This design comes from an exercise in tuning for small area, a short achievable clock period and few clock cycles per item on the open sky130 flow, not from production work.
Where RTL was checked, it was by simulation tests only, not by an equivalence proof against the original.
Power figures rest on the tool's default switching activity, not on a simulated workload.

Setup of run 1:
## fb_draw
module fb_draw (
    input  wire        clk,
    input  wire        rst,         
    input  wire        cmd_valid,
    output wire        cmd_ready,
    input  wire [2:0]  cmd_op,      
    input  wire [15:0] cmd_x,       
    input  wire [15:0] cmd_y,       
    input  wire [15:0] cmd_len,     
    input  wire [15:0] cmd_h,       
    input  wire [7:0]  cmd_c,       
    input  wire        dat_valid,
    output wire        dat_ready,
    input  wire [7:0]  dat_byte,
    output wire        px_valid,
    input  wire        px_ready,
    output wire [7:0]  px_x,
    output wire [6:0]  px_y,
    output wire [7:0]  px_c,
    output wire        ack          
);
Size in the first run: about 160 flip-flops, roughly 120 I/O pins.
export LEC_CHECK = 0
export CAP_MARGIN = 70
export CORE_MARGIN = 2
export CORE_UTILIZATION = 30
export GPL_TIMING_DRIVEN = 1
export PLACE_DENSITY = 0.6
export SLEW_MARGIN = 70
create_clock -name core_clock -period 15.0 [get_ports {clk}]
standard.sh (not shown) runs the stock make flow with config.mk's settings and CLKGATE_MAP_FILE= SYNTH_SCRIPT=/design/flow/synth_recipe.tcl, a recipe that flattens the netlist after the stock synthesis.
==> flow/flow/run.sh <==
#!/bin/bash
# Standard layout flow, with timing repair aimed at a setup slack of 11.5 ns.
bash standard.sh SETUP_SLACK_MARGIN=11.5 finish > standard.log 2>&1
Input-level comparison between run 2 and run 1:
==> flow/flow/run.sh <==
#!/bin/bash
# Standard layout flow, with timing repair aimed at a setup slack of 10.5 ns.
bash standard.sh SETUP_SLACK_MARGIN=10.5 finish > standard.log 2>&1
--- outcome ---
- Hold slack: run 2 and run 1 compared, lower one is run 2
- Count of clock-buffer cells in the layout | run 2 below run 1
- Run 2 against run 1: number of non-clock buffers in the layout -about 20%, vias after detailed routing shrank by 282, static leakage saw a decrease, all-layer global routing usage decreased by 0.35 points relative to the old numbers, power after layout decreased by 1.4% relative to the old numbers.
- Of run 2 and run 1, the higher final area belongs to run 1.
- Run 2 finished every stage and its layout cleared the timing, design-rule and antenna checks.
- When the final numbers for run 2 and run 1 were put side by side, the worst path setup slack after routing turned out to be greater in run 1.
- Post-route met1 wirelength ended up 1.3% higher on run 2 than on run 1.
- In the tables for run 2 and run 1, setup slack of the most critical reg-to-reg path reads lower with run 2.
Edits applied to the flow inputs when going from run 2 to run 3:
==> flow/run.sh (new file) <==
#!/bin/bash
# synth_recipe.tcl (not shown) runs the flow's synth.tcl, then flattens the netlist and writes it again
# the make line also repeats each setting of config.mk as NAME=value (left out here)
make -C /OpenROAD-flow-scripts/flow DESIGN_CONFIG=/design/flow/config.mk WORK_HOME=/design/flow/orfs CLKGATE_MAP_FILE= SYNTH_SCRIPT=/design/flow/synth_recipe.tcl finish
removed: flow/flow/run.sh
removed: flow/standard.sh
--- outcome ---
Compared with run 2, in run 3 sequential share of layout area went up; mean number of vias per cell moved down; via count went down by about 6%; number of fillers in the final layout saw an increase; met1 global-route usage went down by 0.83 points. Compare run 2 and run 3 | fraction of the cycle the final worst path needs lower: run 2.
No functional check of the RTL was part of any run of this note.

========
Another version of the RTL of fb_draw (not shown whole).
For scale: ~1700 cells after synthesis, about 120 I/O pins.
==> flow/config.mk <==
export PLATFORM = sky130hd
export DESIGN_NAME = fb_draw
export DESIGN_NICKNAME = fb_draw
export VERILOG_FILES = /design/flow/design.v
export SDC_FILE = /design/flow/constraint.sdc
export NUM_CORES = 4
export LEC_CHECK = 0
export CAP_MARGIN = 20
export CORE_MARGIN = 2
export CORE_UTILIZATION = 40
export PLACE_DENSITY = 0.6
export SLEW_MARGIN = 20
==> flow/constraint.sdc <==
create_clock -name core_clock -period 15.0 [get_ports {clk}]
set_input_delay 3.0000 -clock core_clock [delete_from_list [all_inputs] [get_ports {clk}]]
set_output_delay 3.0000 -clock core_clock [all_outputs]
set_load 0.01 [all_outputs]
run.sh (not shown) runs the stock make flow with config.mk's settings and CLKGATE_MAP_FILE= SYNTH_SCRIPT=/design/flow/synth_recipe.tcl, a recipe that flattens the netlist after the stock synthesis.
Stock flow here: none of the scripts above is used.
Testbench counts at the start, summed over its fixed seeds: cycles 121,668, items 2,400.
Rerun with:
- CAP_MARGIN: 20 -> 70
- SLEW_MARGIN: 20 -> 70
After rerunning:
- sequential share of layout area came out lower by 1.1 points
- hold slack is better by 0.0043 ns
- clock skew barely changes
- worst setup slack gains 1.0 ns

========
## willow
Another version of the RTL of fb_draw (not shown whole).
For scale: roughly 1500 cells after synthesis, ~180 flip-flops, roughly 14000 sq um of cells after synthesis.
==> flow/config.mk <==
export PLATFORM = sky130hd
export DESIGN_NAME = fb_draw
export DESIGN_NICKNAME = fb_draw
export VERILOG_FILES = /design/flow/design.v
export SDC_FILE = /design/flow/constraint.sdc
export NUM_CORES = 4
export LEC_CHECK = 0
export CAP_MARGIN = 70
export CORE_MARGIN = 2
export CORE_UTILIZATION = 30
export GPL_TIMING_DRIVEN = 1
export PLACE_DENSITY = 0.6
export SLEW_MARGIN = 70
==> flow/constraint.sdc <==
create_clock -name core_clock -period 15.0 [get_ports {clk}]
set_input_delay 3.0000 -clock core_clock [delete_from_list [all_inputs] [get_ports {clk}]]
set_output_delay 3.0000 -clock core_clock [all_outputs]
set_load 0.01 [all_outputs]
standard.sh (not shown) runs the stock make flow with config.mk's settings and CLKGATE_MAP_FILE= SYNTH_SCRIPT=/design/flow/synth_recipe.tcl, a recipe that flattens the netlist after the stock synthesis.
==> flow/flow/run.sh <==
#!/bin/bash
# Standard layout flow, with timing repair aimed at a setup slack of 10 ns.
bash standard.sh SETUP_SLACK_MARGIN=10 finish > standard.log 2>&1
Testbench counts of willow, summed over its fixed seeds: cycles 122,404, items 2,400.
Input changes introduced in ember (baseline for comparison: willow):
==> flow/flow/run.sh <==
#!/bin/bash
# Standard layout flow, with timing repair aimed at a setup slack of 10.5 ns.
bash standard.sh SETUP_SLACK_MARGIN=10.5 finish > standard.log 2>&1
Results
In the tables for willow and ember, highest clock frequency the design can meet reads higher with ember. ember falls short of willow in wire length. Between willow and ember, the final worst clock skew figures differ only marginally. willow vs ember, critical path endpoint: dneg vs px_x[4].

[static timing again, ports no longer ideal]
No port has a modelled driver above. Below, the same layouts with a new extraction and two added sets of constraints. Step 1, drivers: a clkbuf_16 drives clk and a buf_2 each remaining input, both assumed. Step 2 times the ports against the registers' clock, not the clock port: input delays grow and output delays shrink by t, the midpoint of the rising clock arrivals with the driver on. Three values: no drivers, after step 1, after step 2; two values: the first two.
run | shift t [ns] | setup WS [ns] | latest minus earliest clock arrival (ns) | pins driven straight from the clock port
run 1 | 0.506 | 9.995 / 9.995 / 9.581 | 0.016 / 0.015 | 1
run 2 | 0.511 | 9.971 / 9.971 / 9.668 | 0.018 / 0.018 | 1
run 3 | 0.498 | 9.053 / 9.053 / 8.664 | 0.021 / 0.021 | 1
the first run of note 2 | 0.506 | 7.760 / 7.760 / 7.760 | 0.023 / 0.022 | 1
the second run of note 2 | 0.504 | 8.757 / 8.757 / 8.757 | 0.021 / 0.021 | 1
willow | 0.515 | 10.062 / 10.022 / 9.583 | 0.012 / 0.012 | 1
ember | 0.516 | 10.316 / 10.266 / 10.030 | 0.012 / 0.013 | 1
After both steps every run listed still meets setup and hold. For willow, which loses most, drivers alone change the setup slack by -0.040 ns; drivers and shift together by -0.479 ns.
